Background: an optimization exercise with open tools, aiming at small area, a short achievable clock period and few clock cycles. Do not read the settings as production practice.
At most, simulation tests tie the RTL to the original design; equivalence was not proved.
Function not checked in runs 4 to 6: the RTL went through the layout flow alone.
No activity file was given, so power comes from the tool's default toggle rates.

### design.v
module rbsm_matcher #(
    parameter PAT_MAX = 8,     
    parameter N_SLOT  = 11     
) (
    input  wire        clk,
    input  wire        rst,           
    input  wire        pl_clr,        
    input  wire        pl_push,       
    input  wire [3:0]  pl_slot,
    input  wire [7:0]  pl_byte,
    input  wire        cmd_wait,
    input  wire        cmd_mok,
    input  wire        cmd_merr,
    input  wire        cmd_clr,
    input  wire [31:0] cmd_timeout,
    input  wire        ms_tick,
    input  wire        rx_valid,
    input  wire [7:0]  rx_byte,
    output wire        rx_ready,
    output wire        busy,
    output reg         done,
    output reg  [2:0]  outcome,
    output wire        urc_valid,
    output reg  [2:0]  urc_index,
    input  wire        urc_done
);
    localparam LW = $clog2(PAT_MAX + 1);
    localparam HN = PAT_MAX - 1;           
    localparam [2:0] O_OK      = 3'd1,
                     O_ERROR   = 3'd2,
                     O_TIMEOUT = 3'd3,
                     O_MATCH1  = 3'd4;
    reg        busy_r, scan_r, urc_r, rep_r;
    reg [2:0]  rcnt;
    reg        mok, merr;
    reg [31:0] remain;
    reg        dirty;                      
    assign busy      = busy_r;
    assign rx_ready  = scan_r;
    assign urc_valid = urc_r;
    wire take   = rx_valid && scan_r;
    wire accept = !busy_r && cmd_wait;
    reg [8*PAT_MAX-1:0] pat [0:N_SLOT-1];
    reg [LW-1:0]        len [0:N_SLOT-1];
    reg       ld_clr, ld_push;
    reg [3:0] ld_slot;
    reg [7:0] ld_byte;
    always @(posedge clk) begin
        ld_clr  <= pl_clr && !rst;
        ld_push <= pl_push && !pl_clr && !rst;
        ld_slot <= pl_slot;
        ld_byte <= pl_byte;
    end
    reg [N_SLOT-1:0] len_is1;
    integer s;
    always @(*) begin
        for (s = 0; s < N_SLOT; s = s + 1)
            len_is1[s] = ((ld_clr || ld_push) && ld_slot == s) ? (ld_push && len[s] == 0)
                                                               : (len[s] == 1);
    end
    always @(posedge clk) begin
        for (s = 0; s < N_SLOT; s = s + 1) begin
            if (rst || (ld_clr && ld_slot == s))
                len[s] <= {LW{1'b0}};
            else if (ld_push && ld_slot == s && len[s] != PAT_MAX)
                len[s] <= len[s] + 1'b1;
            if (ld_push && ld_slot == s && len[s] != PAT_MAX)
                pat[s] <= {pat[s][8*PAT_MAX-9:0], ld_byte};
        end
    end
    reg [8*HN-1:0] hist;
    reg [HN-1:0]   hval;
    wire [7:0] nbyte = rep_r ? hist[8*HN-1 -: 8] : rx_byte;
    wire clr_hist = (accept && cmd_clr) || (urc_r && urc_done);
    wire clr_pre  = clr_hist || (accept && dirty && !hval[0]);
    wire replay   = accept && !cmd_clr && dirty && hval[0];
    wire rep_end  = rep_r && rcnt == HN - 1;
    reg [N_SLOT-1:0] pre_a, pre_r, pre_a_n, pre_r_n;
    wire [N_SLOT-1:0] pre = pre_a & pre_r;
    reg              ok_k;
    integer i, k;
    always @(*) begin
        for (i = 0; i < N_SLOT; i = i + 1) begin
            pre_a_n[i] = (len[i] == 1) || (nbyte == pat[i][15:8]);
            ok_k = (len[i] != 0);
            for (k = 2; k < PAT_MAX; k = k + 1)
                if (k < len[i] && !(hval[k-2] && hist[8*(k-2) +: 8] == pat[i][8*k +: 8]))
                    ok_k = 1'b0;
            pre_r_n[i] = ok_k;
        end
    end
    reg pre_ok, pre_err;
    wire pre_ok_n  = (nbyte == 8'h0D) && hval[1] && (hist[15:0] == {"O", "K"});
    wire pre_err_n = (nbyte == 8'h0D) && hval[4] &&
                     (hist[39:0] == {"E", "R", "R", "O", "R"});
    always @(posedge clk) begin
        if (take || rep_r) begin
            pre_a   <= pre_a_n;
            pre_r   <= pre_r_n;
            pre_ok  <= pre_ok_n;
            pre_err <= pre_err_n;
        end else if (clr_pre) begin
            pre_a   <= {N_SLOT{1'b1}};
            pre_r   <= len_is1;
            pre_ok  <= 1'b0;
            pre_err <= 1'b0;
        end
    end
    always @(posedge clk) begin
        if (rst || clr_hist)
            hval <= {HN{1'b0}};
        else if (rep_r)
            hval <= {hval[HN-2:0], hval[HN-1]};
        else if (take)
            hval <= {hval[HN-2:0], 1'b1};
    end
    always @(posedge clk) begin
        if (take || rep_r)
            hist <= {hist[8*HN-9:0], nbyte};
        if (replay)
            rcnt <= 3'd0;
        else if (rep_r)
            rcnt <= rcnt + 1'b1;
    end
    always @(posedge clk) begin
        if (rst || pl_clr || pl_push)
            dirty <= 1'b1;
        else if (clr_pre || rep_end)
            dirty <= 1'b0;
    end
    reg [N_SLOT-1:0] hit;
    integer j;
    always @(*) begin
        for (j = 0; j < N_SLOT; j = j + 1)
            hit[j] = pre[j] && (rx_byte == pat[j][7:0]);
    end
    wire lf     = (rx_byte == 8'h0A);
    wire hit_ok = mok && pre_ok && lf;
    wire hit_er = merr && pre_err && lf;
    wire       urc_any = |hit[7:0];
    wire       out_any = |hit[10:8] || hit_ok || hit_er;
    reg  [2:0] arb_idx, arb_outcome;
    integer u;
    always @(*) begin
        arb_idx = 3'd0;
        for (u = 7; u >= 0; u = u - 1)
            if (hit[u]) arb_idx = u[2:0];
        if (hit[8])       arb_outcome = O_MATCH1;
        else if (hit[9])  arb_outcome = O_MATCH1 + 3'd1;
        else if (hit[10]) arb_outcome = O_MATCH1 + 3'd2;
        else if (hit_ok)  arb_outcome = O_OK;
        else              arb_outcome = O_ERROR;
    end
    wire remain_zero = (remain == 32'd0);
    wire finish = scan_r && (rx_valid ? (out_any && !urc_any) : remain_zero);
    always @(posedge clk) begin
        if (rst) begin
            busy_r <= 1'b0;
            scan_r <= 1'b0;
            urc_r  <= 1'b0;
            rep_r  <= 1'b0;
            done   <= 1'b0;
        end else begin
            done  <= finish;
            if (!busy_r) begin
                busy_r <= cmd_wait;
                scan_r <= cmd_wait && !replay;
                rep_r  <= replay;
            end else if (rep_r) begin
                scan_r <= rep_end;
                rep_r  <= !rep_end;
            end else if (urc_r) begin
                if (urc_done) begin
                    urc_r  <= 1'b0;
                    scan_r <= 1'b1;
                end
            end else begin
                if (take && urc_any) begin
                    scan_r <= 1'b0;
                    urc_r  <= 1'b1;
                end
                if (finish) begin
                    scan_r <= 1'b0;
                    busy_r <= 1'b0;
                end
            end
        end
    end
    always @(posedge clk) begin
        if (accept) begin
            mok    <= cmd_mok;
            merr   <= cmd_merr;
            remain <= cmd_timeout;
        end else if (busy_r && ms_tick && !remain_zero) begin
            remain <= remain - 1'b1;
        end
        outcome <= rx_valid ? arb_outcome : O_TIMEOUT;
        if (scan_r)
            urc_index <= arb_idx;
    end
endmodule
### flow/run.sh
#!/bin/bash
set -euo pipefail
bash standard.sh SETUP_SLACK_MARGIN=5.8 finish > standard_flow.log 2>&1
### standard.sh
#!/bin/bash
# synth_recipe.tcl (not shown) runs the flow's synth.tcl, then flattens the netlist and writes it again
# the make line also repeats each setting of config.mk as NAME=value (left out here)
make -C /OpenROAD-flow-scripts/flow DESIGN_CONFIG=/design/flow/config.mk WORK_HOME=/design/flow/orfs CLKGATE_MAP_FILE= SYNTH_SCRIPT=/design/flow/synth_recipe.tcl "${@:-finish}"
### config.mk
export PLATFORM = sky130hd
export DESIGN_NAME = rbsm_matcher
export DESIGN_NICKNAME = rbsm_matcher
export VERILOG_FILES = /design/flow/design.v
export SDC_FILE = /design/flow/constraint.sdc
export NUM_CORES = 4
export LEC_CHECK = 0
export CAP_MARGIN = 0
export CORE_MARGIN = 2
export CORE_UTILIZATION = 45
export CTS_CLUSTER_DIAMETER = 80
export CTS_CLUSTER_SIZE = 26
export PLACE_DENSITY = 0.6
export SETUP_SLACK_MARGIN = 5
export SLEW_MARGIN = 0
### constraint.sdc
create_clock -name core_clock -period 8.0 [get_ports {clk}]
set_input_delay 1.6000 -clock core_clock [delete_from_list [all_inputs] [get_ports {clk}]]
set_output_delay 1.6000 -clock core_clock [all_outputs]
set_load 0.01 [all_outputs]
==> metrics.yaml, run 1 <==
synth:
  ys_top_cells_by_count: "821 x edfxtp_1, 445 x xor2_1, 320 x xnor2_1, 118 x nand2_1, 111 x nand4_1"
  yosysTopAreaCell: "edfxtp_1"
  syn_avg_cell_area_sq_um: 14.5
  synth-seq-cells: 898
  async_flop_share_pct: 0
  syn_inst: 2660
  synth_area_sq_um: 38500
  synth_area_leaders: "edfxtp_1 64%, xor2_1 10%, xnor2_1 7.3%"
  synth_nets: 2759
  yosysMostFrequentCell: "edfxtp_1"
  synth_flop_cell: "edfxtp_1"
  ys_types: 67
  synth_top_cell_area_share_pct: 64.1
  ys_seq_area_share_pct: 68.1
  yosys_warnings: 3
  synth_edf_count: 821
timing:
  setup_violations: 0
  fmax_ghz: 0.359
  slew_headroom_pct: 44.9
  hold_viol_final: 0
  skew_ns: 0.0418
  worst_slew_pin_slew_ns: 0.825
  drv_slew: 0
  period_minus_slack_ns: 2.79
  tns_ns: 0
  grt_setup_unrepaired: "true"
  fin_crit_sh_pct: 34.8
global_route:
  grt_max_degree: 69
  antenna_found_initial: 2
  first_global_vias: 22085
  grt_pass1_wl_um: 152000
  track_usage_pct: 23.9
  gr-total-overflow: 0
clock_network:
  cts_max_level: 2
  worstSkewPairLatency_ns: 0.63
  root_buffer: "clkbuf_16"
  cts_tree: "built"
  cts-buffers-inserted: 45
  clkTransAtPathRegs_ns: 0.11
  cts_buffer_depth: 3
  clkSinkCount: 898
final_layout:
  drive_gt1_share_pct: 20.6
  regArea_sq_um: 26200
  diodes: 0
  fillers: 6727
  fin_util_pct: 54.9
  area_growth_syn_to_layout_pct: 21.4
  multiInputGateArea_sq_um: 13300
  final_design_area_no_fill_sq_um: 46700
  fin_nets: 3067
worst_hold_path:
  holdPathStages: 0
  hp-class: "reg2reg"
die:
  die_y_um: 296
  io_pins: 73
  die-area_sq_um: 87900
  initial_utilization_pct: 45.3
  chipWidth_um: 296
  core_sq_um: 85000
  num_rows: 107
drt:
  wire_per_inst_um: 25.5
  wirelength_um: 106000
  viasPerCell: 5.46
  drc: 0
  final_antenna_net_count: 0
  num_vias: 22651
  dr.pass1.iters: 6
  drtIter0Drc: 2525
placement:
  routabilityCongestion: 0.889
  io_buffers: 72
  place_hpwl_um: 70700
  place_area_sq_um: 41200
setup_path:
  path_max_fanout: 1
  start_kind: "flip-flop"
  r2r_cells: 6
  slowest_stage: "edfxtp_1"
  cp_num_cells: 1
  cp_top_family: "flip-flops"
  critical-path-max-stage-delay_ns: 0.42
  cp_num_buf_inv: 1
  required_ns: 6.40
  cp.arrival_ns: 1.19
  end_kind: "output pin"
  path_cells: "buf_6"
  worst-setup-path-type: "reg2out"
job:
  maxCapViolCount: 0
run_status:
  status: "no timing/DRC/antenna violations"
power_and_ir_drop:
  power_density_nw_per_um2: 182
  ir_drop_mv: 0.127
  leakage_nw: 15.3
## final timing paths
path | startpoint | endpoint | slack (ns)
max | urc_index[0] | urc_index[0] | 5.21
min | pat[6][29] | pat[6][37] | 0.45
max reg2reg | remain[26] | remain[3] | 5.35
min reg2reg | pat[6][29] | pat[6][37] | 0.45
## metrics by stage
step,power (mW),std cells,worst slack [ns],hold WS [ns]
final,8.51,4146,5.21,0.454
after global routing,8.75,4146,5.15,0.469
after CTS,8.52,4102,5.17,0.459
after detailed placement,5.74,3825,3.27,0.454
after global placement,5.73,3825,3.32,0.451
after floorplan,5.57,2660,4.46,0.424
## cells in the final DEF, fill, tap and decap left out, types with 10 or more instances in the layout
master / netlist / routed
nand3_1: 44 / 32
buf_4: 0 / 170
xor2_2: 0 / 16
inv_1: 52 / 42
a21oi_1: 35 / 23
buf_12: 0 / 48
nor3_1: 64 / 38
buf_8: 0 / 14
nor2_1: 110 / 93
a31oi_4: 0 / 12
o21ai_0: 58 / 18
dfxtp_1: 77 / 65
edfxtp_1: 821 / 821
nand2_2: 0 / 13
ha_1: 36 / 34
o21ai_1: 2 / 37
buf_16: 0 / 11
a31oi_1: 30 / 16
xor2_1: 445 / 429
xnor2_1: 320 / 305
clkbuf_16: 0 / 47
xnor2_2: 0 / 14
a21o_1: 12 / 12
mux2i_1: 19 / 11
nor3_4: 0 / 19
clkbuf_1: 41 / 14
nand2_1: 118 / 103
a21oi_2: 0 / 10
nor4_2: 0 / 18
nor2_4: 0 / 12
nand4_1: 111 / 111
nor4_1: 81 / 54
clkdlybuf4s50_1: 0 / 49
buf_6: 0 / 52
## layer usage
layer	routed length, um	GRT usage, %	part of all wire (%)	vias up
met1	47500	35.0	45	11472
met3	5900	2.44	5.6	138
li1	-	-	-	10271
met5	27	0	0.026	-
met4	2630	5.48	2.5	4
met2	49700	38.5	47	766
## flip-flops by register name, indices dropped and copies added (netlist names), 3 cells and up
name,count
pat,704
hist,56
len,44
remain,32
pre_a,11
pre_r,11
ld_byte,8
hval,7
ld_slot,4
outcome,3
rcnt,3
urc_index,3
## cell type report
cell class | instances | area share (%)
multi-input combinational | 1612 | 28.6
timing repair inverter | 1 | 0.0188
clock buffer | 63 | 2.67
timing repair buffer | 357 | 8.66
tap | 1144 | 3.06
clock inverter | 18 | 0.399
inverter | 53 | 0.463
sequential | 898 | 56.2
## cell families (layout without fill, tap and decap cells)
| logic type | count (synthesis) | in the layout | synth area share, % |
|---|---|---|---|
| xor+xnor | 765 | 765 | 17.4 |
| buf+inv | 153 | 492 | 1.56 |
| mux | 19 | 19 | 0.494 |
| fa+ha+maj | 36 | 36 | 1.17 |
| simple gates | 595 | 595 | 8.08 |
| compound gates | 194 | 197 | 3.19 |
| flops | 898 | 898 | 68.1 |
## repair_timing
item	in CTS	in global routing
resized for setup	333	174
pin swaps	69	105
buffers inserted	177	43
hold buffers	0	0
cloned	19	1
endpoints found under the setup margin	604	241
## power breakdown
group	internal (mW)	switching [mW]	total, mW	leakage [nW]
sequential	5.14	0.0754	5.21	8.06
combinational	0.288	0.329	0.617	6.58
clock	1.17	1.52	2.69	0.699
Testbench counts, summed over its fixed seeds: cycles 21,841.
==> inputs of run 2 (changes only) <==
==> run.sh (new file) <==
#!/bin/bash
# synth_recipe.tcl (not shown) runs the flow's synth.tcl, then flattens the netlist and writes it again
# the make line also repeats each setting of config.mk as NAME=value (left out here)
make -C /OpenROAD-flow-scripts/flow DESIGN_CONFIG=/design/flow/config.mk WORK_HOME=/design/flow/orfs CLKGATE_MAP_FILE= SYNTH_SCRIPT=/design/flow/synth_recipe.tcl finish
--- a/config.mk
+++ b/config.mk
@@ -7,9 +7,9 @@
 export LEC_CHECK = 0
 export CAP_MARGIN = 0
 export CORE_MARGIN = 2
-export CORE_UTILIZATION = 45
+export CORE_UTILIZATION = 50
 export CTS_CLUSTER_DIAMETER = 80
-export CTS_CLUSTER_SIZE = 26
-export PLACE_DENSITY = 0.6
+export CTS_CLUSTER_SIZE = 24
+export PLACE_DENSITY = 0.62
 export SETUP_SLACK_MARGIN = 5
 export SLEW_MARGIN = 0
removed: flow/run.sh
removed: standard.sh
==> run 2 against run 1 <==
Compared with the run above:
- still clean on timing, DRC and antenna
- die area shrank 9.9%
- clock-buffer cell count is 1 higher
- combinational power decreased by 35%
- sequential share of layout area increased by 5.4 points
- critical path depth up 7
- global-route usage rose by 0.67 points
==> metrics.yaml, run 2 <==
run_status:
  status: "no timing/DRC/antenna violations"  # unchanged
synth:
  ys_seq_area_share_pct: 68.1  # unchanged
  synth_compound_area_share_pct: 3.19  # unchanged
  yosysTopAreaCell: "edfxtp_1"  # unchanged
  yosysMostFrequentCell: "edfxtp_1"  # unchanged
  synth_nets: 2759  # unchanged
  synth_area_leaders: "edfxtp_1 64%, xor2_1 10%, xnor2_1 7.3%"  # unchanged
  synth_area_sq_um: 38500  # unchanged
  ys_top_cells_by_count: "821 x edfxtp_1, 445 x xor2_1, 320 x xnor2_1, 118 x nand2_1, 111 x nand4_1"  # unchanged
  synth_top_cell_area_share_pct: 64.1  # unchanged
  syn_inst: 2660  # unchanged
  async_flop_share_pct: 0  # unchanged
  synth_flop_cell: "edfxtp_1"  # unchanged
  synth-simple-area-share_pct: 8.08  # unchanged
  synth-seq-cells: 898  # unchanged
  syn_avg_cell_area_sq_um: 14.5  # unchanged
  ys_types: 67  # unchanged
  synth_top_family_by_area: "XOR/XNOR gates"  # unchanged
  synthAdderAreaFrac_pct: 1.17  # unchanged
  synth_edf_count: 821  # unchanged
  synth_mux_area_share_pct: 0.494  # unchanged
  synth-xor-area-share_pct: 17.4  # unchanged
  yosys_warnings: 3  # unchanged
clock_network:
  cts_tree: "built"  # unchanged
  cts_buffer_depth: 3  # unchanged
  clkTransAtPathRegs_ns: 0.09  # was 0.11 ns
  cts-buffers-inserted: 47  # was 45
  cts_hold_buffers: 0  # unchanged
  cts_max_level: 2  # unchanged
  worstSkewPairLatency_ns: 0.62  # was 0.63 ns
  root_buffer: "clkbuf_16"  # unchanged
  clkSinkCount: 898  # unchanged
die:
  die_y_um: 281  # was 296 um
  core_sq_um: 76100  # was 85000 sq um
  die-area_sq_um: 79200  # was 87900 sq um
  num_rows: 101  # was 107
  io_pins: 73  # unchanged
  chipWidth_um: 281  # was 296 um
  initial_utilization_pct: 50.6  # was 45.3%
timing:
  skew_ns: 0.0233  # was 0.0418 ns
  hold_viol_final: 0  # unchanged
  drv_slew: 0  # unchanged
  tns_ns: 0  # unchanged
  worst_slew_pin_slew_ns: 1.13  # was 0.825 ns
  grt_setup_unrepaired: "true"  # unchanged
  fin_crit_sh_pct: 37.6  # was 34.8%
  whs_ns: 0.462  # was 0.454 ns
  setup_slack_ns: 4.99  # was 5.21 ns
  slew_headroom_pct: 24.4  # was 44.9%
  period_minus_slack_ns: 3.01  # was 2.79 ns
  setup_violations: 0  # unchanged
  fmax_ghz: 0.332  # was 0.359 GHz
worst_hold_path:
  holdPathStages: 2  # was 0
  min_from: "hval[6]"  # was pat[6][29]
  min_to: "hval[6]"  # was pat[6][37]
  hp-class: "reg2reg"  # unchanged
final_layout:
  diodes: 0  # unchanged
  area_growth_syn_to_layout_pct: 10.6  # was 21.4%
  regMostFlops: "pat"  # unchanged
  final_common_cell: "edfxtp_1"  # unchanged
  fin_nets: 2860  # was 3067
  layout_common_cells: "821 x edfxtp_1, 445 x xor2_1, 320 x xnor2_1, 118 x nand2_1, 111 x nand4_1"  # was 821 x edfxtp_1, 429 x xor2_1, 305 x xnor2_1, 170 x buf_4, 111 x nand4_1
  drive_gt1_share_pct: 7.37  # was 20.6%
  top_regs: "pat (704), hist (56), len (44)"  # unchanged
  largest_reg_flops: 704  # unchanged
drt:
  drc: 0  # unchanged
  drtIter0Drc: 2288  # was 2525
  wirelength_um: 96700  # was 106000 um
  wire_per_inst_um: 25.3  # was 25.5 um
  num_vias: 21570  # was 22651
  viasPerCell: 5.64  # was 5.46
  final_antenna_net_count: 0  # unchanged
  dr.pass1.iters: 7  # was 6
global_route:
  grt_use_met3_pct: 3.82  # was 2.44%
  track_usage_pct: 24.5  # was 23.9%
  gr-max-usage-layer: "met2"  # unchanged
  grt_pass1_wl_um: 141000  # was 152000 um
  met1_usage_pct: 36.7  # was 35.0%
  first_global_vias: 21105  # was 22085
  antenna_found_initial: 3  # was 2
  global_route.usage.met2_pct: 37.6  # was 38.5%
  grt_max_degree: 69  # unchanged
  gr-total-overflow: 0  # unchanged
power_and_ir_drop:
  ir_drop_mv: 0.173  # was 0.127 mV
  power_density_nw_per_um2: 196  # was 182 nW/um^2
  leakage_nw: 13.5  # was 15.3 nW
  power_mw: 8.36  # was 8.51 mW
setup_path:
  cp_top_family: "simple AND/OR/NAND/NOR gates"  # was flip-flops
  cp.arrival_ns: 3.46  # was 1.19 ns
  path_max_fanout: 27  # was 1
  r2r_slack_ns: 5.18  # was 5.35 ns
  start_kind: "input pin"  # was flip-flop
  required_ns: 8.45  # was 6.40 ns
  r2r_cells: 5  # was 6
  end_kind: "flip-flop"  # was output pin
  worst-setup-path-type: "in2reg"  # was reg2out
  path_cells: "clkbuf_2 > a21oi_2 > buf_4 > inv_2 > nand4_1 > nor4_1 > nand4_1 > nor4_1"  # was buf_6
  worstReg2RegEnd: "pre_r[5]"  # was remain[3]
  slowest_stage: "nor4_1"  # was edfxtp_1
  cp_num_cells: 8  # was 1
  cp_num_buf_inv: 3  # was 1
  critical-path-max-stage-delay_ns: 0.29  # was 0.42 ns
  r2r_start: "hist[26]"  # was remain[26]
placement:
  routabilityCongestion: 0.925  # was 0.889
  place_hpwl_um: 69300  # was 70700 um
  io_buffers: 72  # unchanged
  dp_slack_ns: 3.10  # was 3.27 ns
job:
  maxCapViolCount: 0  # unchanged
-- run 2: cell counts after synthesis --
Identical to the previous run, type by type.
-- run 2: cell families (layout without fill, tap and decap cells) --
group | Yosys count | count (layout)
AOI/OAI and AO/OA | 194 | 196
xor gates and xnor gates | 765 | 765
adders and majority gates | 36 | 36
buffers and inverters | 153 | 287
DFF | 898 | 898
muxes | 19 | 19
and+or+nand+nor | 595 | 595
-- run 2: what timing repair did --
| action | CTS | global route |
|---|---|---|
| endpoints found under the setup margin | 166 | 57 |
| cloned | 4 | 0 |
| pin swaps | 1 | 2 |
| hold endpoints to repair | 0 | 0 |
| gates resized for setup | 60 | 21 |
| buffers inserted | 7 | 17 |
-- run 2: per-stage QoR --
| stage | instances | area, sq um | util (%) |
|---|---|---|---|
| finish | 3826 | 42600 | 56.0 |
| global route | 3826 | 42600 | 56.0 |
| CTS | 3809 | 42400 | 55.8 |
| detailed placement | 3714 | 40700 | 53.5 |
| global placement | 3714 | 40700 | 53.5 |
| floorplan | 2660 | 38800 | - |
-- run 2: worst max path at each step --
stage | startpoint | to | slack (ns)
floorplan | ms_tick | remain[0] | 4.45
global placement | rx_byte[6] | pre_err | 3.12
detailed placement | rx_byte[7] | pre_err | 3.10
CTS | rx_valid | pre_err | 4.79
global route | rx_valid | pre_err | 4.92
finish | rx_valid | pre_err | 4.99
-- run 2: worst min-delay path, delay by kind of cell, from the launching register on --
family / cells / cell delay [ns]
DFF: 1 / 0.32
AOI/OAI and AO/OA: 1 / 0.05
and+or+nand+nor: 1 / 0.05
-- run 2: cell type report --
type                    count  area (sq um)
flip-flops and latches    898         26200
fillers                  6221         33500
well taps                1030          1290
clock buffers              64          1290
clock inverters            20           198
multi-input cells        1611         12000
repair buffers            150          1350
inverters                  53           199
-- run 2: metal layers --
layer / up-vias / share of wire (%) / wire length [um]
li1: 9853 / - / -
met1: 10832 / 46 / 44100
met2: 758 / 45 / 43500
met3: 127 / 6.9 / 6660
met4: 0 / 2.5 / 2460
met5: - / 0 / 0
-- run 2: where the power goes --
group	internal, mW	switching, mW	leakage [nW]	total (mW)
Combinational	0.168	0.236	4.77	0.404
Clock	1.23	1.50	0.716	2.73
Sequential	5.14	0.0896	8.05	5.23
Total	6.53	1.83	13.5	8.36
==> inputs of run 3 (changes only) <==
==> flow/run.sh (new file) <==
#!/bin/bash
set -euo pipefail
bash standard.sh SETUP_SLACK_MARGIN=5.3 finish > standard_flow.log 2>&1
==> standard.sh (new file) <==
#!/bin/bash
# synth_recipe.tcl (not shown) runs the flow's synth.tcl, then flattens the netlist and writes it again
# the make line also repeats each setting of config.mk as NAME=value (left out here)
make -C /OpenROAD-flow-scripts/flow DESIGN_CONFIG=/design/flow/config.mk WORK_HOME=/design/flow/orfs CLKGATE_MAP_FILE= SYNTH_SCRIPT=/design/flow/synth_recipe.tcl "${@:-finish}"
removed: run.sh
==> run 3 against run 2 <==
Compared with the run above:
- non-clock buffer count increased by 93
- clock-buffer cell count decreased by 1
- power up 1.6%
- global-route usage up 1.1 points
- highest routed layer unchanged
- combinational power is 17% higher
- critical path depth decreased by 7
- largest power group unchanged
- wire length increased by 4.3%
- worst setup slack gained 0.20 ns
==> metrics.yaml, run 3 <==
die:
  die-area_sq_um: 79200  # unchanged
  initial_utilization_pct: 50.6  # unchanged
  die_y_um: 281  # unchanged
  io_pins: 73  # unchanged
  chipWidth_um: 281  # unchanged
  core_sq_um: 76100  # unchanged
  num_rows: 101  # unchanged
clock_network:
  cts-buffers-inserted: 48  # was 47
  cts_buffer_depth: 3  # unchanged
  worstSkewPairLatency_ns: 0.64  # was 0.62 ns
  cts_max_level: 2  # unchanged
  cts_hold_buffers: 0  # unchanged
  clkSinkCount: 898  # unchanged
  cts_tree: "built"  # unchanged
  clkTransAtPathRegs_ns: 0.10  # was 0.09 ns
  root_buffer: "clkbuf_16"  # unchanged
drt:
  wirelength_um: 101000  # was 96700 um
  dr.pass1.iters: 5  # was 7
  wire_per_inst_um: 25.7  # was 25.3 um
  drtIter0Drc: 2330  # was 2288
  num_vias: 22236  # was 21570
  drc: 0  # unchanged
  final_antenna_net_count: 0  # unchanged
  viasPerCell: 5.67  # was 5.64
synth:
  yosysTopAreaCell: "edfxtp_1"  # unchanged
  yosysMostFrequentCell: "edfxtp_1"  # unchanged
  synth_area_sq_um: 38500  # unchanged
  synth-seq-cells: 898  # unchanged
  synth_flop_cell: "edfxtp_1"  # unchanged
  synth_edf_count: 821  # unchanged
  synth_nets: 2759  # unchanged
  synth_area_leaders: "edfxtp_1 64%, xor2_1 10%, xnor2_1 7.3%"  # unchanged
  synth_top_cell_area_share_pct: 64.1  # unchanged
  syn_avg_cell_area_sq_um: 14.5  # unchanged
  yosys_warnings: 3  # unchanged
  ys_seq_area_share_pct: 68.1  # unchanged
  ys_top_cells_by_count: "821 x edfxtp_1, 445 x xor2_1, 320 x xnor2_1, 118 x nand2_1, 111 x nand4_1"  # unchanged
  async_flop_share_pct: 0  # unchanged
  ys_types: 67  # unchanged
  syn_inst: 2660  # unchanged
setup_path:
  start_kind: "flip-flop"  # was input pin
  r2r_cells: 7  # was 5
  cp_top_family: "flip-flops"  # was simple AND/OR/NAND/NOR gates
  worst-setup-path-type: "reg2out"  # was in2reg
  cp_num_buf_inv: 1  # was 3
  slowest_stage: "edfxtp_1"  # was nor4_1
  path_max_fanout: 1  # was 27
  cp_num_cells: 1  # was 8
  required_ns: 6.40  # was 8.45 ns
  path_cells: "buf_2"  # was clkbuf_2 > a21oi_2 > buf_4 > inv_2 > nand4_1 > nor4_1 > nand4_1 > nor4_1
  cp.arrival_ns: 1.21  # was 3.46 ns
  end_kind: "output pin"  # was flip-flop
  critical-path-max-stage-delay_ns: 0.42  # was 0.29 ns
global_route:
  antenna_found_initial: 1  # was 3
  gr-total-overflow: 0  # unchanged
  grt_max_degree: 69  # unchanged
  track_usage_pct: 25.7  # was 24.5%
  grt_pass1_wl_um: 147000  # was 141000 um
  first_global_vias: 21544  # was 21105
timing:
  fmax_ghz: 0.356  # was 0.332 GHz
  period_minus_slack_ns: 2.81  # was 3.01 ns
  fin_crit_sh_pct: 35.1  # was 37.6%
  hold_viol_final: 0  # unchanged
  skew_ns: 0.0272  # was 0.0233 ns
  slew_headroom_pct: 37.5  # was 24.4%
  setup_violations: 0  # unchanged
  grt_setup_unrepaired: "true"  # unchanged
  drv_slew: 0  # unchanged
  tns_ns: 0  # unchanged
  worst_slew_pin_slew_ns: 0.925  # was 1.13 ns
final_layout:
  fillers: 5981  # was 6221
  fin_util_pct: 57.8  # was 56.0%
  top_regs: "pat (704), hist (56), len (44)"  # unchanged
  drive_gt1_share_pct: 12.0  # was 7.37%
  layout_common_cells: "821 x edfxtp_1, 445 x xor2_1, 318 x xnor2_1, 134 x buf_4, 118 x nand2_1"  # was 821 x edfxtp_1, 445 x xor2_1, 320 x xnor2_1, 118 x nand2_1, 111 x nand4_1
  final_design_area_no_fill_sq_um: 44000  # was 42600 sq um
  fin_nets: 2958  # was 2860
  largest_reg_flops: 704  # unchanged
  final_common_cell: "edfxtp_1"  # unchanged
  diodes: 0  # unchanged
  regMostFlops: "pat"  # unchanged
  area_growth_syn_to_layout_pct: 14.2  # was 10.6%
placement:
  routabilityCongestion: 0.892  # was 0.925
  io_buffers: 72  # unchanged
  place_hpwl_um: 70200  # was 69300 um
  place_area_sq_um: 40900  # was 40700 sq um
job:
  maxCapViolCount: 0  # unchanged
power_and_ir_drop:
  ir_drop_mv: 0.153  # was 0.173 mV
  power_mw: 8.50  # was 8.36 mW
  leakage_nw: 14.2  # was 13.5 nW
  power_density_nw_per_um2: 193  # was 196 nW/um^2
worst_hold_path:
  hp-class: "reg2reg"  # unchanged
  holdPathStages: 0  # was 2
run_status:
  status: "no timing/DRC/antenna violations"  # unchanged
## run 3: per-stage QoR
stage	hold slack (ns)	instances	setup slack, ns
floorplan	0.424	2660	4.45
global placement	0.451	3719	3.52
detailed placement	0.455	3719	3.46
CTS	0.470	3886	5.15
global route	0.485	3921	5.15
finish	0.469	3921	5.19
## run 3: kinds of logic (layout without fill, tap and decap cells)
logic type | Yosys count | after routing | share of synthesized area (%)
AOI/OAI and AO/OA | 194 | 200 | 3.19
xor gates and xnor gates | 765 | 765 | 17.4
adders and majority gates | 36 | 36 | 1.17
buffers and inverters | 153 | 378 | 1.56
DFF | 898 | 898 | 68.1
muxes | 19 | 19 | 0.494
and+or+nand+nor | 595 | 595 | 8.08
## run 3: layer usage
layer	share of wire, %	track usage (%)	up-vias	wire [um]
met5	0	0	-	0
met4	2.5	7.08	0	2510
met3	7.6	4.65	145	7660
met2	45	38.8	832	45000
met1	45	38.4	11194	45800
li1	-	-	10065	-
## run 3: final timing paths
check               startpoint            to  slack [ns]
hold reg to reg     pat[2][26]    pat[2][34]        0.47
hold / removal      pat[2][26]    pat[2][34]        0.47
setup / recovery  urc_index[0]  urc_index[0]        5.19
setup reg to reg     remain[3]    remain[21]        5.37
## run 3: area by class of cell
type,count,area [sq um],area share [%]
sequential,898,26200,59.6
tap,1030,1290,2.93
multi-input combinational,1615,12300,28.0
clock buffer,63,1280,2.91
timing repair buffer,243,2390,5.45
inverter,53,225,0.512
clock inverter,19,262,0.595
## run 3: power breakdown
group | internal (mW) | switching, mW
Clock | 1.27 | 1.55
Combinational | 0.201 | 0.273
Sequential | 5.14 | 0.0710
Total | 6.61 | 1.89
## run 3: what timing repair did
item,4_1_cts,5_1_grt
gates cloned,7,0
endpoints found under the setup margin,544,197
setup buffers,78,35
gates resized for setup,139,36
pin swaps,6,9
==> inputs of run 4 (changes only) <==
--- a/design.v
+++ b/design.v
@@ -35,6 +35,7 @@
     reg        mok, merr;
     reg [31:0] remain;
     reg        dirty;                      
+    reg [2:0]  urc_hold;
     assign busy      = busy_r;
     assign rx_ready  = scan_r;
     assign urc_valid = urc_r;
@@ -195,7 +196,8 @@
             remain <= remain - 1'b1;
         end
         outcome <= rx_valid ? arb_outcome : O_TIMEOUT;
-        if (scan_r)
-            urc_index <= arb_idx;
+        if (take)
+            urc_hold <= arb_idx;
+        urc_index <= scan_r ? arb_idx : urc_hold;
     end
 endmodule
--- a/config.mk
+++ b/config.mk
@@ -7,9 +7,9 @@
 export LEC_CHECK = 0
 export CAP_MARGIN = 0
 export CORE_MARGIN = 2
-export CORE_UTILIZATION = 50
+export CORE_UTILIZATION = 45
 export CTS_CLUSTER_DIAMETER = 80
-export CTS_CLUSTER_SIZE = 24
-export PLACE_DENSITY = 0.62
+export CTS_CLUSTER_SIZE = 26
+export PLACE_DENSITY = 0.6
 export SETUP_SLACK_MARGIN = 5
 export SLEW_MARGIN = 0
==> run 4 against run 3 <==
Compared with the run above:
- maximum frequency is 2.2% lower
- synthesized cell count increased by 0.34%
- via count shrank 0.38%
- hold slack better by 0.0014 ns
- cell area is 0.46% higher
- combinational power shrank 6.1%
- cell count increased by 2.2%
- die area is 12% higher
- sequential share of layout area fell by 0.10 points
- highest routed layer is now met5
==> metrics.yaml, run 4 <==
drt:
  drc: 0  # unchanged
  wire_per_inst_um: 25.5  # was 25.7 um
  drtIter0Drc: 2221  # was 2330
  num_vias: 22152  # was 22236
  viasPerCell: 5.53  # was 5.67
  final_antenna_net_count: 0  # unchanged
  wirelength_um: 102000  # was 101000 um
  dr.pass1.iters: 5  # unchanged
die:
  die-area_sq_um: 88300  # was 79200 sq um
  initial_utilization_pct: 45.4  # was 50.6%
  io_pins: 73  # unchanged
  core_sq_um: 85100  # was 76100 sq um
  num_rows: 107  # was 101
  die_y_um: 297  # was 281 um
  chipWidth_um: 297  # was 281 um
clock_network:
  cts_buffer_depth: 3  # unchanged
  cts_max_level: 2  # unchanged
  clkTransAtPathRegs_ns: 0.10  # about the same
  root_buffer: "clkbuf_16"  # unchanged
  clkSinkCount: 901  # was 898
  cts-buffers-inserted: 44  # was 48
  worstSkewPairLatency_ns: 0.63  # was 0.64 ns
  cts_tree: "built"  # unchanged
  cts_hold_buffers: 0  # unchanged
final_layout:
  largest_reg_flops: 704  # unchanged
  drive_gt1_share_pct: 11.8  # was 12.0%
  final_design_area_no_fill_sq_um: 44200  # was 44000 sq um
  layout_common_cells: "821 x edfxtp_1, 434 x xor2_1, 325 x xnor2_1, 115 x buf_4, 112 x nand2_1"  # was 821 x edfxtp_1, 445 x xor2_1, 318 x xnor2_1, 134 x buf_4, 118 x nand2_1
  regMostFlops: "pat"  # unchanged
  area_growth_syn_to_layout_pct: 14.2  # about the same
  fin_nets: 2930  # was 2958
  final_common_cell: "edfxtp_1"  # unchanged
  diodes: 0  # unchanged
  top_regs: "pat (704), hist (56), len (44)"  # unchanged
global_route:
  grt_max_degree: 69  # unchanged
  gr-total-overflow: 0  # unchanged
  grt_pass1_wl_um: 149000  # was 147000 um
  track_usage_pct: 22.7  # was 25.7%
  first_global_vias: 21807  # was 21544
  antenna_found_initial: 3  # was 1
setup_path:
  end_kind: "flip-flop"  # was output pin
  worst-setup-path-type: "in2reg"  # was reg2out
  r2r_cells: 6  # was 7
  r2r_slack_ns: 5.29  # was 5.37 ns
  path_cells: "buf_16 > xnor2_2 > and3_4 > and3_4 > or4_4 > or4b_4 > a21oi_2"  # was buf_2
  start_kind: "input pin"  # was flip-flop
  cp.arrival_ns: 3.43  # was 1.21 ns
  crit_end: "done"  # was urc_index[0]
  cp-startpoint: "rx_byte[4]"  # was urc_index[0]
  r2r_start: "remain[5]"  # was remain[3]
  crit_path_frequent_cell: "and3_4"
  slowest_stage: "or4_4"  # was edfxtp_1
  path_max_fanout: 13  # was 1
  required_ns: 8.56  # was 6.40 ns
  worstReg2RegEnd: "remain[23]"  # was remain[21]
  critical-path-max-stage-delay_ns: 0.54  # was 0.42 ns
worst_hold_path:
  holdPathStages: 0  # unchanged
  hp-class: "reg2reg"  # unchanged
  min_from: "pat[4][50]"  # was pat[2][26]
synth:
  ys_top_cells_by_count: "821 x edfxtp_1, 437 x xor2_1, 329 x xnor2_1, 113 x nand2_1"  # was 821 x edfxtp_1, 445 x xor2_1, 320 x xnor2_1, 118 x nand2_1, 111 x nand4_1
  synth_mux_area_share_pct: 0.605  # was 0.494%
  ys_seq_area_share_pct: 67.9  # was 68.1%
  async_flop_share_pct: 0  # unchanged
  yosysTopAreaCell: "edfxtp_1"  # unchanged
  synth-simple-area-share_pct: 8.00  # was 8.08%
  synth-xor-area-share_pct: 17.3  # was 17.4%
  synth_area_sq_um: 38700  # was 38500 sq um
  synth_edf_count: 821  # unchanged
  yosysMostFrequentCell: "edfxtp_1"  # unchanged
  synth_flop_cell: "edfxtp_1"  # unchanged
  yosys_warnings: 3  # unchanged
  ys_types: 69  # was 67
  synth_top_family_by_area: "XOR/XNOR gates"  # unchanged
  synth-seq-cells: 901  # was 898
  synth_compound_area_share_pct: 3.37  # was 3.19%
  syn_avg_cell_area_sq_um: 14.5  # about the same
  synth_area_leaders: "edfxtp_1 64%, xor2_1 9.9%, xnor2_1 7.5%"  # was edfxtp_1 64%, xor2_1 10%, xnor2_1 7.3%
  synthAdderAreaFrac_pct: 1.16  # was 1.17%
  synth_nets: 2768  # was 2759
  synth_top_cell_area_share_pct: 63.7  # was 64.1%
  syn_inst: 2669  # was 2660
timing:
  setup_slack_ns: 5.12  # was 5.19 ns
  worst_slew_pin_slew_ns: 1.06  # was 0.925 ns
  whs_ns: 0.470  # was 0.469 ns
  slew_headroom_pct: 29.3  # was 37.5%
  period_minus_slack_ns: 2.88  # was 2.81 ns
  skew_ns: 0.0299  # was 0.0272 ns
  drv_slew: 0  # unchanged
  setup_violations: 0  # unchanged
  fin_crit_sh_pct: 35.9  # was 35.1%
  fmax_ghz: 0.348  # was 0.356 GHz
  grt_setup_unrepaired: "true"  # unchanged
  tns_ns: 0  # unchanged
  hold_viol_final: 0  # unchanged
placement:
  place_hpwl_um: 70900  # was 70200 um
  routabilityCongestion: 0.887  # was 0.892
  io_buffers: 72  # unchanged
  place_area_sq_um: 41500  # was 40900 sq um
  dp_slack_ns: 3.04  # was 3.46 ns
power_and_ir_drop:
  ir_drop_mv: 0.173  # was 0.153 mV
  leakage_nw: 14.1  # was 14.2 nW
  power_density_nw_per_um2: 189  # was 193 nW/um^2
  power_mw: 8.34  # was 8.50 mW
run_status:
  status: "no timing/DRC/antenna violations"  # unchanged
job:
  maxCapViolCount: 0  # unchanged
==> run 4: cell types whose count changed in the layout (fill, tap and decap cells not counted), moves of 8 or more <==
| cell | change |
|---|---|
| nand4_1 | -8 |
| xor2_1 | -11 |
| buf_12 | -16 |
| nand3_1 | +9 |
| nor3_1 | +9 |
| buf_4 | -19 |
| and3_1 | -8 |
| nor4_1 | -11 |
| a21oi_1 | -9 |
==> run 4: worst min-delay path by stage <==
| stage | endpoint | slack (ns) |
|---|---|---|
| global placement | hval[2] | 0.44 |
| global route | pat[4][57] | 0.48 |
| detailed placement | pat[9][41] | 0.46 |
| CTS | pat[5][28] | 0.47 |
| floorplan | hist[8] | 0.42 |
| finish | pat[4][58] | 0.47 |
==> run 4: what timing repair did <==
action	4_1_cts	5_1_grt
pin swaps	28	19
gates cloned	10	1
setup endpoints to repair	415	185
hold endpoints to repair	0	0
resized for setup	186	32
buffers inserted	44	20
==> run 4: kinds of logic after synthesis <==
| kind of cell | after synthesis |
|---|---|
| buffers and inverters | 163 |
| AOI/OAI and AO/OA | 196 |
| DFF | 901 |
| and+or+nand+nor | 584 |
| muxes | 23 |
| xor gates and xnor gates | 766 |
| adders and majority gates | 36 |
==> run 4: layer usage <==
metal | up-vias | wire length, um | GRT usage, %
met1 | 11162 | 46200 | 33.1
li1 | 10044 | - | -
met3 | 130 | 6870 | 3.48
met4 | 2 | 2110 | 4.93
met2 | 814 | 46900 | 36.0
met5 | - | 13 | 0
==> run 4: worst max-delay path: cells and delay by family <==
family	cells	cell delay, ns
and+or+nand+nor	4	1.40
xor gates and xnor gates	1	0.15
buffers and inverters	1	0.14
AOI/OAI and AO/OA	1	0.12
==> run 4: report_power, final <==
group,total [mW],switching (mW),internal (mW),leakage (nW)
clock network,2.68,1.49,1.19,0.691
logic,0.445,0.253,0.192,5.37
registers,5.21,0.0692,5.14,8.07
==> run 4: through the flow <==
step	cells	utilization [%]
2_1_floorplan	2669	-
3_3_place_gp	3854	48.7
5_1_grt	4008	51.9
3_5_place_dp	3854	48.7
6_report	4008	51.9
4_1_cts	3987	51.5
==> run 4: layout make-up <==
type	instances	area (sq um)
Tap cell	1144	1430
Clock inverter	15	186
Fill cell	7070	41000
Sequential cell	901	26300
Clock buffer	64	1250
Inverter	60	249
Multi-Input combinational cell	1613	12700
Timing Repair Buffer	211	2060
==> inputs of run 5 (changes only) <==
--- a/design.v
+++ b/design.v
@@ -153,6 +153,28 @@
         else              arb_outcome = O_ERROR;
     end
     wire remain_zero = (remain == 32'd0);
+    wire [7:0]  gz;                        
+    wire [7:0]  gz_below;                  
+    wire [31:0] z_below;                   
+    genvar g, b;
+    generate
+        for (g = 0; g < 8; g = g + 1) begin : grp
+            assign gz[g] = ~|remain[4*g +: 4];
+            if (g == 0) begin : g0
+                assign gz_below[g] = 1'b1;
+            end else begin : gn
+                assign gz_below[g] = &gz[g-1:0];
+            end
+            for (b = 0; b < 4; b = b + 1) begin : bit_
+                if (b == 0) begin : b0
+                    assign z_below[4*g+b] = gz_below[g];
+                end else begin : bn
+                    assign z_below[4*g+b] = gz_below[g] & ~|remain[4*g +: b];
+                end
+            end
+        end
+    endgenerate
+    wire [31:0] remain_dec = remain ^ z_below;
     wire finish = scan_r && (rx_valid ? (out_any && !urc_any) : remain_zero);
     always @(posedge clk) begin
         if (rst) begin
@@ -193,7 +215,7 @@
             merr   <= cmd_merr;
             remain <= cmd_timeout;
         end else if (busy_r && ms_tick && !remain_zero) begin
-            remain <= remain - 1'b1;
+            remain <= remain_dec;
         end
         outcome <= rx_valid ? arb_outcome : O_TIMEOUT;
         if (take)
--- a/config.mk
+++ b/config.mk
@@ -9,7 +9,7 @@
 export CORE_MARGIN = 2
 export CORE_UTILIZATION = 45
 export CTS_CLUSTER_DIAMETER = 80
-export CTS_CLUSTER_SIZE = 26
+export CTS_CLUSTER_SIZE = 24
 export PLACE_DENSITY = 0.6
 export SETUP_SLACK_MARGIN = 5
 export SLEW_MARGIN = 0
==> run 5 against run 4 <==
Compared with the run above:
- still clean on timing, DRC and antenna
- clock-buffer cell count rose by 7
- register-to-register slack improved by 0.06 ns
- hold slack got worse by 0.0017 ns
- synthesized area rose by 0.35%
- clock skew fell by 0.0013 ns
- clock power rose by 3%
- critical endpoint is now dirty
- highest routed layer is now met4
==> metrics.yaml, run 5 <==
timing:
  setup_violations: 0  # unchanged
  fmax_ghz: 0.344  # was 0.348 GHz
  drv_slew: 0  # unchanged
  slew_headroom_pct: 23.1  # was 29.3%
  worst_slew_pin_slew_ns: 1.15  # was 1.06 ns
  hold_viol_final: 0  # unchanged
  tns_ns: 0  # unchanged
  skew_ns: 0.0287  # was 0.0299 ns
  fin_crit_sh_pct: 36.4  # was 35.9%
  grt_setup_unrepaired: "true"  # unchanged
  period_minus_slack_ns: 2.91  # was 2.88 ns
synth:
  syn_inst: 2672  # was 2669
  async_flop_share_pct: 0  # unchanged
  synth_edf_count: 821  # unchanged
  yosysTopAreaCell: "edfxtp_1"  # unchanged
  synth_nets: 2779  # was 2768
  yosysMostFrequentCell: "edfxtp_1"  # unchanged
  synth_top_cell_area_share_pct: 63.5  # was 63.7%
  yosys_warnings: 3  # unchanged
  syn_avg_cell_area_sq_um: 14.5  # about the same
  synth_flop_cell: "edfxtp_1"  # unchanged
  synth_area_leaders: "edfxtp_1 64%, xor2_1 12%, xnor2_1 5.5%"  # was edfxtp_1 64%, xor2_1 9.9%, xnor2_1 7.5%
  synth-seq-cells: 901  # unchanged
  synth_area_sq_um: 38800  # was 38700 sq um
  ys_top_cells_by_count: "821 x edfxtp_1, 513 x xor2_1, 245 x xnor2_1, 105 x nand2_1, 103 x nand4_1"  # was 821 x edfxtp_1, 437 x xor2_1, 329 x xnor2_1, 113 x nand2_1
  ys_types: 75  # was 69
  ys_seq_area_share_pct: 67.6  # was 67.9%
final_layout:
  layout_common_cells: "821 x edfxtp_1, 513 x xor2_1, 245 x xnor2_1, 110 x buf_4, 105 x nand2_1"  # was 821 x edfxtp_1, 434 x xor2_1, 325 x xnor2_1, 115 x buf_4, 112 x nand2_1
  multiInputGateArea_sq_um: 12400  # was 12700 sq um
  fin_nets: 2929  # was 2930
  regArea_sq_um: 26300  # about the same
  area_growth_syn_to_layout_pct: 12.6  # was 14.2%
  regMostFlops: "pat"  # unchanged
  drive_gt1_share_pct: 10.6  # was 11.8%
  largest_reg_flops: 704  # unchanged
  diodes: 0  # unchanged
  fin_util_pct: 51.3  # was 51.9%
  top_regs: "pat (704), hist (56), len (44)"  # unchanged
  final_common_cell: "edfxtp_1"  # unchanged
  fillers: 7125  # was 7070
die:
  num_rows: 107  # unchanged
  core_sq_um: 85300  # was 85100 sq um
  initial_utilization_pct: 45.5  # was 45.4%
  die-area_sq_um: 88600  # was 88300 sq um
  chipWidth_um: 298  # was 297 um
  io_pins: 73  # unchanged
  die_y_um: 298  # was 297 um
global_route:
  gr-total-overflow: 0  # unchanged
  antenna_found_initial: 1  # was 3
  first_global_vias: 21535  # was 21807
  grt_pass1_wl_um: 148000  # was 149000 um
  track_usage_pct: 22.4  # was 22.7%
  grt_max_degree: 69  # unchanged
setup_path:
  cp.arrival_ns: 3.39  # was 3.43 ns
  end_kind: "flip-flop"  # unchanged
  path_max_fanout: 20  # was 13
  crit_end: "dirty"  # was done
  worst-setup-path-type: "in2reg"  # unchanged
  r2r_start: "hist[47]"  # was remain[5]
  worstReg2RegEnd: "pre_r[4]"  # was remain[23]
  start_kind: "input pin"  # unchanged
  r2r_cells: 6  # unchanged
  required_ns: 8.48  # was 8.56 ns
  r2r_slack_ns: 5.35  # was 5.29 ns
  cp-startpoint: "rst"  # was rx_byte[4]
drt:
  wirelength_um: 101000  # was 102000 um
  final_antenna_net_count: 0  # unchanged
  wire_per_inst_um: 25.2  # was 25.5 um
  drc: 0  # unchanged
  num_vias: 22009  # was 22152
  viasPerCell: 5.50  # was 5.53
  drtIter0Drc: 2299  # was 2221
  dr.pass1.iters: 6  # was 5
run_status:
  status: "no timing/DRC/antenna violations"  # unchanged
power_and_ir_drop:
  ir_drop_mv: 0.140  # was 0.173 mV
  power_density_nw_per_um2: 194  # was 189 nW/um^2
  leakage_nw: 14.3  # was 14.1 nW
worst_hold_path:
  hp-class: "reg2reg"  # unchanged
  min_from: "urc_hold[0]"  # was pat[4][50]
clock_network:
  clkSinkCount: 901  # unchanged
  cts_buffer_depth: 3  # unchanged
  worstSkewPairLatency_ns: 0.64  # was 0.63 ns
  cts_hold_buffers: 0  # unchanged
  root_buffer: "clkbuf_16"  # unchanged
  cts-buffers-inserted: 47  # was 44
  cts_tree: "built"  # unchanged
  cts_max_level: 2  # unchanged
  clkTransAtPathRegs_ns: 0.09  # was 0.10 ns
placement:
  place_hpwl_um: 72200  # was 70900 um
  routabilityCongestion: 0.892  # was 0.887
  io_buffers: 72  # unchanged
job:
  maxCapViolCount: 0  # unchanged
run 5: power breakdown:
part / internal [mW] / total, mW / leakage [nW] / switching (mW)
Sequential: 5.16 / 5.24 / 8.08 / 0.0770
Clock: 1.24 / 2.75 / 0.731 / 1.50
Combinational: 0.209 / 0.515 / 5.46 / 0.306
Total: 6.61 / 8.50 / 14.3 / 1.89
run 5: final cells by class:
type	instances	share of cell area [%]
sequential	901	60.1
multi-input combinational	1610	28.4
timing repair buffer	193	4.12
tap	1144	3.27
clock buffer	71	3.11
inverter	69	0.624
clock inverter	16	0.343
run 5: worst min-delay path by stage:
stage	to	cells after the start
3_5_place_dp	urc_index[0]	2
3_3_place_gp	urc_index[0]	2
6_report	urc_index[0]	2
5_1_grt	pat[0][51]	0
4_1_cts	urc_index[0]	2
2_1_floorplan	urc_index[0]	2
run 5: through the flow:
step           instances  area [sq um]  hold WS, ns  setup slack [ns]  total power, mW
6_report            4004         43700        0.469              5.09             8.50
3_5_place_dp        3863         41400        0.454              3.42             5.82
4_1_cts             3987         43500        0.474              5.11             8.55
2_1_floorplan       2672         39300        0.421              4.45             5.63
5_1_grt             4004         43700        0.480              5.08             8.76
3_3_place_gp        3863         41400        0.436              3.47             5.81
run 5: metal layers:
layer  global-route usage [%]  part of all wire, %  up-vias  wire, um
met5                        0                    0        -         0
met2                     35.6                   46      705     46500
met3                     2.81                  5.5      121      5590
met4                     5.27                  2.2        0      2220
li1                         -                    -    10034         -
met1                     33.0                   46    11149     46600
run 5: timing repair:
action | CTS | global route
gates cloned | 9 | 0
setup endpoints to repair | 390 | 92
pin swaps | 8 | 9
buffers inserted | 28 | 17
resized for setup | 142 | 18
run 5: kinds of logic after synthesis:
kind of cell | Yosys count | share of synthesized area [%]
AO/OA/AOI/OAI | 198 | 3.36
flip-flops | 901 | 67.6
adder cells (fa/ha/maj) | 44 | 1.42
XOR/XNOR | 758 | 17.1
multiplexers | 21 | 0.548
buffers and inverters | 168 | 1.83
AND/OR/NAND/NOR | 582 | 8.10
run 5: worst max-delay path, stage by stage:
cell and delay (ns):
clkdlybuf4s50_1 0.42, buf_4 0.28, nor3_1 0.93, nand2_1 0.12
==> inputs of run 6 (changes only) <==
--- a/config.mk
+++ b/config.mk
@@ -7,9 +7,9 @@
 export LEC_CHECK = 0
 export CAP_MARGIN = 0
 export CORE_MARGIN = 2
-export CORE_UTILIZATION = 45
+export CORE_UTILIZATION = 40
 export CTS_CLUSTER_DIAMETER = 80
-export CTS_CLUSTER_SIZE = 24
-export PLACE_DENSITY = 0.6
+export CTS_CLUSTER_SIZE = 26
+export PLACE_DENSITY = 0.55
 export SETUP_SLACK_MARGIN = 5
 export SLEW_MARGIN = 0
==> run 6 against run 5 <==
Compared with the run above:
- worst setup slack better by 0.12 ns
- via count up 1.5%
- global-route usage down 0.95 points
- critical path type unchanged
- clock power up 3%
- critical path depth up 4
- largest power group unchanged
- critical endpoint is now done
==> metrics.yaml, run 6 <==
run_status:
  status: "no timing/DRC/antenna violations"  # unchanged
drt:
  drc: 0  # unchanged
  final_antenna_net_count: 0  # unchanged
  dr.max_layer_used: "met4"  # unchanged
  dr.pass1.iters: 6  # unchanged
  wire_per_inst_um: 25.7  # was 25.2 um
  drtIter0Drc: 2207  # was 2299
  wl_met3_um: 6250  # was 5590 um
  met2WireLength_um: 48100  # was 46500 um
  wirelength_um: 107000  # was 101000 um
  viasPerCell: 5.36  # was 5.50
  num_vias: 22339  # was 22009
  wl_met1_um: 49600  # was 46600 um
synth:
  synth-simple-area-share_pct: 8.10  # unchanged
  synth_nets: 2779  # unchanged
  synthAdderAreaFrac_pct: 1.42  # unchanged
  synth_mux_area_share_pct: 0.548  # unchanged
  yosysTopAreaCell: "edfxtp_1"  # unchanged
  synth_compound_area_share_pct: 3.36  # unchanged
  yosys_warnings: 3  # unchanged
  syn_avg_cell_area_sq_um: 14.5  # unchanged
  ys_types: 75  # unchanged
  ys_seq_area_share_pct: 67.6  # unchanged
  synth_top_family_by_area: "XOR/XNOR gates"  # unchanged
  synth_area_leaders: "edfxtp_1 64%, xor2_1 12%, xnor2_1 5.5%"  # unchanged
  synth-xor-area-share_pct: 17.1  # unchanged
  yosysMostFrequentCell: "edfxtp_1"  # unchanged
  async_flop_share_pct: 0  # unchanged
  synth_area_sq_um: 38800  # unchanged
  syn_inst: 2672  # unchanged
  synth_flop_cell: "edfxtp_1"  # unchanged
  synth_edf_count: 821  # unchanged
  synth_top_cell_area_share_pct: 63.5  # unchanged
  synth-seq-cells: 901  # unchanged
  ys_top_cells_by_count: "821 x edfxtp_1, 513 x xor2_1, 245 x xnor2_1, 105 x nand2_1, 103 x nand4_1"  # unchanged
clock_network:
  clkSinkCount: 901  # unchanged
  cts_tree: "built"  # unchanged
  root_buffer: "clkbuf_16"  # unchanged
  clkTransAtPathRegs_ns: 0.11  # was 0.09 ns
  cts-buffers-inserted: 48  # was 47
  worstSkewPairLatency_ns: 0.65  # was 0.64 ns
  cts_buffer_depth: 3  # unchanged
  cts_max_level: 2  # unchanged
final_layout:
  area_growth_syn_to_layout_pct: 14.0  # was 12.6%
  fillers: 8463  # was 7125
  top_regs: "pat (704), hist (56), len (44)"  # unchanged
  drive_gt1_share_pct: 11.8  # was 10.6%
  finalNonFillerCells: 4167  # was 4004
  largest_reg_flops: 704  # unchanged
  layout_common_cells: "821 x edfxtp_1, 511 x xor2_1, 244 x xnor2_1, 129 x buf_4, 105 x nand2_1"  # was 821 x edfxtp_1, 513 x xor2_1, 245 x xnor2_1, 110 x buf_4, 105 x nand2_1
  fin_nets: 2961  # was 2929
  final_design_area_no_fill_sq_um: 44200  # was 43700 sq um
  fin_util_pct: 45.9  # was 51.3%
  regMostFlops: "pat"  # unchanged
  final_common_cell: "edfxtp_1"  # unchanged
setup_path:
  r2r_start: "hist[25]"  # was hist[47]
  worst-setup-path-type: "in2reg"  # unchanged
  worstReg2RegEnd: "pre_r[1]"  # was pre_r[4]
  start_kind: "input pin"  # unchanged
  required_ns: 8.56  # was 8.48 ns
  r2r_slack_ns: 5.39  # was 5.35 ns
  r2r_cells: 7  # was 6
  end_kind: "flip-flop"  # unchanged
  path_max_fanout: 7  # was 20
  cp.arrival_ns: 3.35  # was 3.39 ns
timing:
  hold_viol_final: 0  # unchanged
  worst_slew_pin_slew_ns: 1.19  # was 1.15 ns
  period_minus_slack_ns: 2.79  # was 2.91 ns
  grt_setup_unrepaired: "true"  # unchanged
  drv_slew: 0  # unchanged
  fin_crit_sh_pct: 34.9  # was 36.4%
  fmax_ghz: 0.358  # was 0.344 GHz
  skew_ns: 0.0284  # was 0.0287 ns
  setup_slack_ns: 5.21  # was 5.09 ns
  tns_ns: 0  # unchanged
  slew_headroom_pct: 20.5  # was 23.1%
  setup_violations: 0  # unchanged
global_route:
  grt_max_degree: 69  # unchanged
  first_global_vias: 21968  # was 21535
  track_usage_pct: 21.5  # was 22.4%
  grt_pass1_wl_um: 156000  # was 148000 um
  antenna_found_initial: 7  # was 1
  gr-total-overflow: 0  # unchanged
die:
  chipWidth_um: 316  # was 298 um
  io_pins: 73  # unchanged
  num_rows: 114  # was 107
  initial_utilization_pct: 40.3  # was 45.5%
  die_y_um: 316  # was 298 um
  die-area_sq_um: 99500  # was 88600 sq um
  core_sq_um: 96400  # was 85300 sq um
worst_hold_path:
  holdPathStages: 0  # was 2
  min_from: "pat[5][22]"  # was urc_hold[0]
  hp-class: "reg2reg"  # unchanged
  min_to: "pat[5][30]"  # was urc_index[0]
placement:
  place_hpwl_um: 75000  # was 72200 um
  dp.cells: 3992  # was 3863
  dp_slack_ns: 3.27  # was 3.42 ns
  io_buffers: 72  # unchanged
  routabilityCongestion: 0.889  # was 0.892
  place_area_sq_um: 41600  # was 41400 sq um
power_and_ir_drop:
  power_density_nw_per_um2: 194  # about the same
  ir_drop_mv: 0.146  # was 0.140 mV
  leakage_nw: 14.4  # was 14.3 nW
job:
  maxCapViolCount: 0  # unchanged
run 6: cell counts after synthesis:
Identical to the previous run, type by type.
run 6: cells by family after synthesis:
logic type / after synthesis
flops: 901
fa+ha+maj: 44
mux: 21
compound gates: 198
xor+xnor: 758
buf+inv: 168
simple gates: 582
run 6: worst max path at each step:
stage                          start        to  slack, ns  cells after the start
after global placement      rx_valid  pre_r[1]       3.33                      7
after global routing          busy_r      busy       5.22                      1
final                     rx_byte[6]      done       5.21                      8
after detailed placement    rx_valid  pre_r[1]       3.27                      7
after CTS                     busy_r      busy       5.22                      1
after floorplan             cmd_wait  pre_a[0]       4.45                      4
run 6: area by class of cell:
| class | instances | area [sq um] | area share, % |
|---|---|---|---|
| Inverter | 69 | 272 | 0.614 |
| Tap cell | 1276 | 1600 | 3.61 |
| Multi-Input combinational cell | 1613 | 12500 | 28.3 |
| Clock buffer | 61 | 1280 | 2.90 |
| Timing Repair inverter | 1 | 8.76 | 0.0198 |
| Clock inverter | 24 | 264 | 0.597 |
| Antenna cell | 2 | 5.00 | 0.0113 |
| Timing Repair Buffer | 220 | 2020 | 4.56 |
| Sequential cell | 901 | 26300 | 59.4 |
run 6: timing repair:
item | 4_1_cts | 5_1_grt
endpoints found under the setup margin | 586 | 91
resized for setup | 156 | 28
cloned | 12 | 0
pin swaps | 14 | 11
setup buffers | 27 | 49
hold buffers | 0 | 0
run 6: per-layer routing:
metal	GRT usage (%)	vias up
li1	-	10119
met1	31.8	11253
met4	5.78	0
met3	2.86	173
met2	33.4	794
met5	0	-
run 6: report_power, final:
part           leakage [nW]  internal, mW  switching, mW
registers              8.08          5.16         0.0733
logic                  5.62         0.215          0.323
clock network         0.751          1.21           1.63
run 6: critical path, stage by stage:
cell      delay [ns]
buf_12          0.12
buf_12          0.15
xnor2_4         0.13
nand4_1         0.13
nor3_4          0.08
nand4b_1        0.34
or4b_4          0.60
a211oi_2        0.20
run 6: per-stage QoR:
stage               power, mW  hold WS [ns]
floorplan                5.63         0.421
global placement         5.82         0.441
detailed placement       5.83         0.452
CTS                      8.66         0.470
global route             8.87         0.481
finish                   8.60         0.468
==> inputs of run 7 (changes only) <==
--- a/design.v
+++ b/design.v
@@ -35,7 +35,6 @@
     reg        mok, merr;
     reg [31:0] remain;
     reg        dirty;                      
-    reg [2:0]  urc_hold;
     assign busy      = busy_r;
     assign rx_ready  = scan_r;
     assign urc_valid = urc_r;
@@ -218,8 +217,6 @@
             remain <= remain_dec;
         end
         outcome <= rx_valid ? arb_outcome : O_TIMEOUT;
-        if (take)
-            urc_hold <= arb_idx;
-        urc_index <= scan_r ? arb_idx : urc_hold;
+        urc_index <= ({3{scan_r}} & arb_idx) | ({3{!scan_r}} & urc_index);
     end
 endmodule
==> run 7 against run 6 <==
Compared with the run above:
- global-route usage shrank 1.1 points
- first-iteration DRC count shrank 15%
- worst setup slack lost 0.0011 ns
- cell count shrank 1.2%
- power shrank 1.4%
==> metrics.yaml, run 7 <==
run_status:
  status: "no timing/DRC/antenna violations"  # unchanged
timing:
  tns_ns: 0  # unchanged
  worst_slew_pin_slew_ns: 0.984  # was 1.19 ns
  skew_ns: 0.0260  # was 0.0284 ns
  period_minus_slack_ns: 2.80  # was 2.79 ns
  fin_crit_sh_pct: 34.9  # about the same
  hold_viol_final: 0  # unchanged
  setup_violations: 0  # unchanged
  drv_slew: 0  # unchanged
  slew_headroom_pct: 34.2  # was 20.5%
drt:
  viasPerCell: 5.25  # was 5.36
  final_antenna_net_count: 0  # unchanged
  wirelength_um: 101000  # was 107000 um
  num_vias: 21601  # was 22339
  wire_per_inst_um: 24.7  # was 25.7 um
  wl_met3_um: 4650  # was 6250 um
  wl_met1_um: 48400  # was 49600 um
power_and_ir_drop:
  p_int_mw: 6.55  # was 6.58 mW
  power_frac_seq_pct: 61.5  # was 60.8%
  ir_drop_mv: 0.150  # was 0.146 mV
  p_sw_mw: 1.93  # was 2.02 mW
  power_density_nw_per_um2: 194  # about the same
  p_clk_share_pct: 31.9  # was 32.9%
  leakage_nw: 14.0  # was 14.4 nW
final_layout:
  layout_common_cells: "821 x edfxtp_1, 417 x xor2_1, 326 x xnor2_1, 112 x nor2_1, 112 x buf_4"  # was 821 x edfxtp_1, 511 x xor2_1, 244 x xnor2_1, 129 x buf_4, 105 x nand2_1
  final_design_area_no_fill_sq_um: 43800  # was 44200 sq um
  multiInputGateArea_sq_um: 12500  # about the same
  final_common_cell: "edfxtp_1"  # unchanged
  regMostFlops: "pat"  # unchanged
  area_growth_syn_to_layout_pct: 13.8  # was 14.0%
  top_regs: "pat (704), hist (56), len (44)"  # unchanged
  fillers: 8258  # was 8463
global_route:
  grt_pass1_wl_um: 148000  # was 156000 um
  grt_max_degree: 69  # unchanged
  track_usage_pct: 20.4  # was 21.5%
die:
  die-area_sq_um: 98700  # was 99500 sq um
  chipWidth_um: 314  # was 316 um
  num_rows: 113  # was 114
  initial_utilization_pct: 40.5  # was 40.3%
  core_sq_um: 95200  # was 96400 sq um
clock_network:
  cts_max_level: 2  # unchanged
  root_buffer: "clkbuf_16"  # unchanged
  cts_tree: "built"  # unchanged
  cts_hold_buffers: 0  # unchanged
  cts-buffers-inserted: 45  # was 48
  clkTransAtPathRegs_ns: 0.11  # about the same
placement:
  routabilityCongestion: 0.886  # was 0.889
  place_hpwl_um: 72900  # was 75000 um
  io_buffers: 72  # unchanged
synth:
  ys_seq_area_share_pct: 68.0  # was 67.6%
  async_flop_share_pct: 0  # unchanged
  synth_area_leaders: "edfxtp_1 64%, xor2_1 9.5%, xnor2_1 7.8%"  # was edfxtp_1 64%, xor2_1 12%, xnor2_1 5.5%
  syn_avg_cell_area_sq_um: 14.4  # was 14.5 sq um
  yosys_warnings: 3  # unchanged
  synth_top_cell_area_share_pct: 64.0  # was 63.5%
  synth_nets: 2774  # was 2779
  synth-seq-cells: 898  # was 901
  yosysTopAreaCell: "edfxtp_1"  # unchanged
setup_path:
  path_max_fanout: 1  # was 7
  worstReg2RegEnd: "pre_r[1]"  # unchanged
  cp_num_cells: 1  # was 8
  cp_top_family: "flip-flops"  # was simple AND/OR/NAND/NOR gates
  end_kind: "output pin"  # was flip-flop
  required_ns: 6.40  # was 8.56 ns
  path_cells: "buf_2"  # was buf_12 > buf_12 > xnor2_4 > nand4_1 > nor3_4 > nand4b_1 > or4b_4 > a211oi_2
  r2r_slack_ns: 5.37  # was 5.39 ns
  r2r_cells: 7  # unchanged
  slowest_stage: "edfxtp_1"  # was or4b_4
  r2r_start: "hist[44]"  # was hist[25]
  worst-setup-path-type: "reg2out"  # was in2reg
worst_hold_path:
  hp-class: "reg2reg"  # unchanged
==> run 7: cell count changes in the layout (fill, tap and decap cells not counted), moves of 8 or more <==
| cell | previous run | this run |
|---|---|---|
| nand4_1 | 103 | 111 |
| buf_4 | 129 | 112 |
| o21ai_0 | 54 | 39 |
| xor2_1 | 511 | 417 |
| a21oi_1 | 33 | 45 |
| xnor2_1 | 244 | 326 |
| xnor2_2 | 0 | 15 |
| o21ai_1 | 1 | 10 |
| nor2_1 | 99 | 112 |
| and3_1 | 13 | 3 |
| buf_6 | 25 | 14 |
| nor3_2 | 2 | 11 |
==> run 7: kinds of logic (layout without fill, tap and decap cells) <==
group                    after synthesis  in the layout  synth area share (%)
adder cells (fa/ha/maj)               44             44                  1.43
AO/OA/AOI/OAI                        188            195                  3.09
multiplexers                          19             19                 0.494
buffers and inverters                168            345                  1.75
AND/OR/NAND/NOR                      591            592                  7.92
flip-flops                           898            898                  68.0
XOR/XNOR                             759            759                  17.3
==> run 7: timing repair <==
action,4_1_cts,5_1_grt
pin swaps,8,16
cloned,13,1
endpoints found under the setup margin,510,227
buffers inserted,32,18
resized for setup,144,39
==> run 7: layout make-up <==
class	instances	area share, %
tap	1265	3.61
multi-input combinational	1609	28.4
inverter	62	0.551
sequential	898	59.8
clock buffer	63	2.84
clock inverter	20	0.471
timing repair buffer	197	4.24
timing repair inverter	3	0.0514
==> run 7: per-layer routing <==
metal / track usage [%] / vias to the layer above
met5: 0 / -
met4: 4.90 / 0
met3: 2.58 / 143
met2: 32.0 / 605
met1: 30.2 / 10888
li1: - / 9965
==> run 7: power by group through the flow <==
stage                     sequential (mW)  clock (mW)  combinational (mW)
after floorplan                      5.30           0               0.343
after global placement               5.34           0               0.489
after detailed placement             5.34           0               0.501
after CTS                            5.22        2.78               0.544
after global routing                 5.23        2.93               0.604
final                                5.22        2.70               0.561
==> run 7: worst reg2reg max path, stage by stage, from the launching register on <==
cell	delay, ns
edfxtp_1	0.69
buf_4	0.28
xnor2_1	0.14
nand3_1	0.15
nor4_4	0.42
a31oi_1	0.17
or3_1	0.44
a21oi_4	0.21
==> run 7: stage by stage <==
step           hold slack [ns]  power (mW)  utilization (%)  instances  worst slack, ns
2_1_floorplan            0.424        5.64                -       2667             4.43
3_3_place_gp             0.439        5.82             43.5       3970             3.44
3_5_place_dp             0.447        5.84             43.5       3970             3.43
4_1_cts                  0.467        8.54             45.7       4098             5.16
5_1_grt                  0.489        8.77             46.1       4117             5.15
6_report                 0.464        8.49             46.1       4117             5.20
==> run 7: worst min-delay path by stage <==
stage	endpoint	slack [ns]	cells after the start
detailed placement	hval[6]	0.45	2
finish	hval[6]	0.46	2
floorplan	hist[11]	0.42	0
global placement	hval[2]	0.44	2
global route	pat[10][28]	0.49	0
CTS	hval[2]	0.47	2
Testbench counts of run 7, summed over its fixed seeds: cycles 21,841.

Check on run 7: ideal ports give 5.205 ns setup slack; a clkbuf_16 on the clock port and buf_2 on the inputs give 5.145 ns; moving port delays by the midpoint clock arrival (0.680 ns) as well gives 4.681 ns.
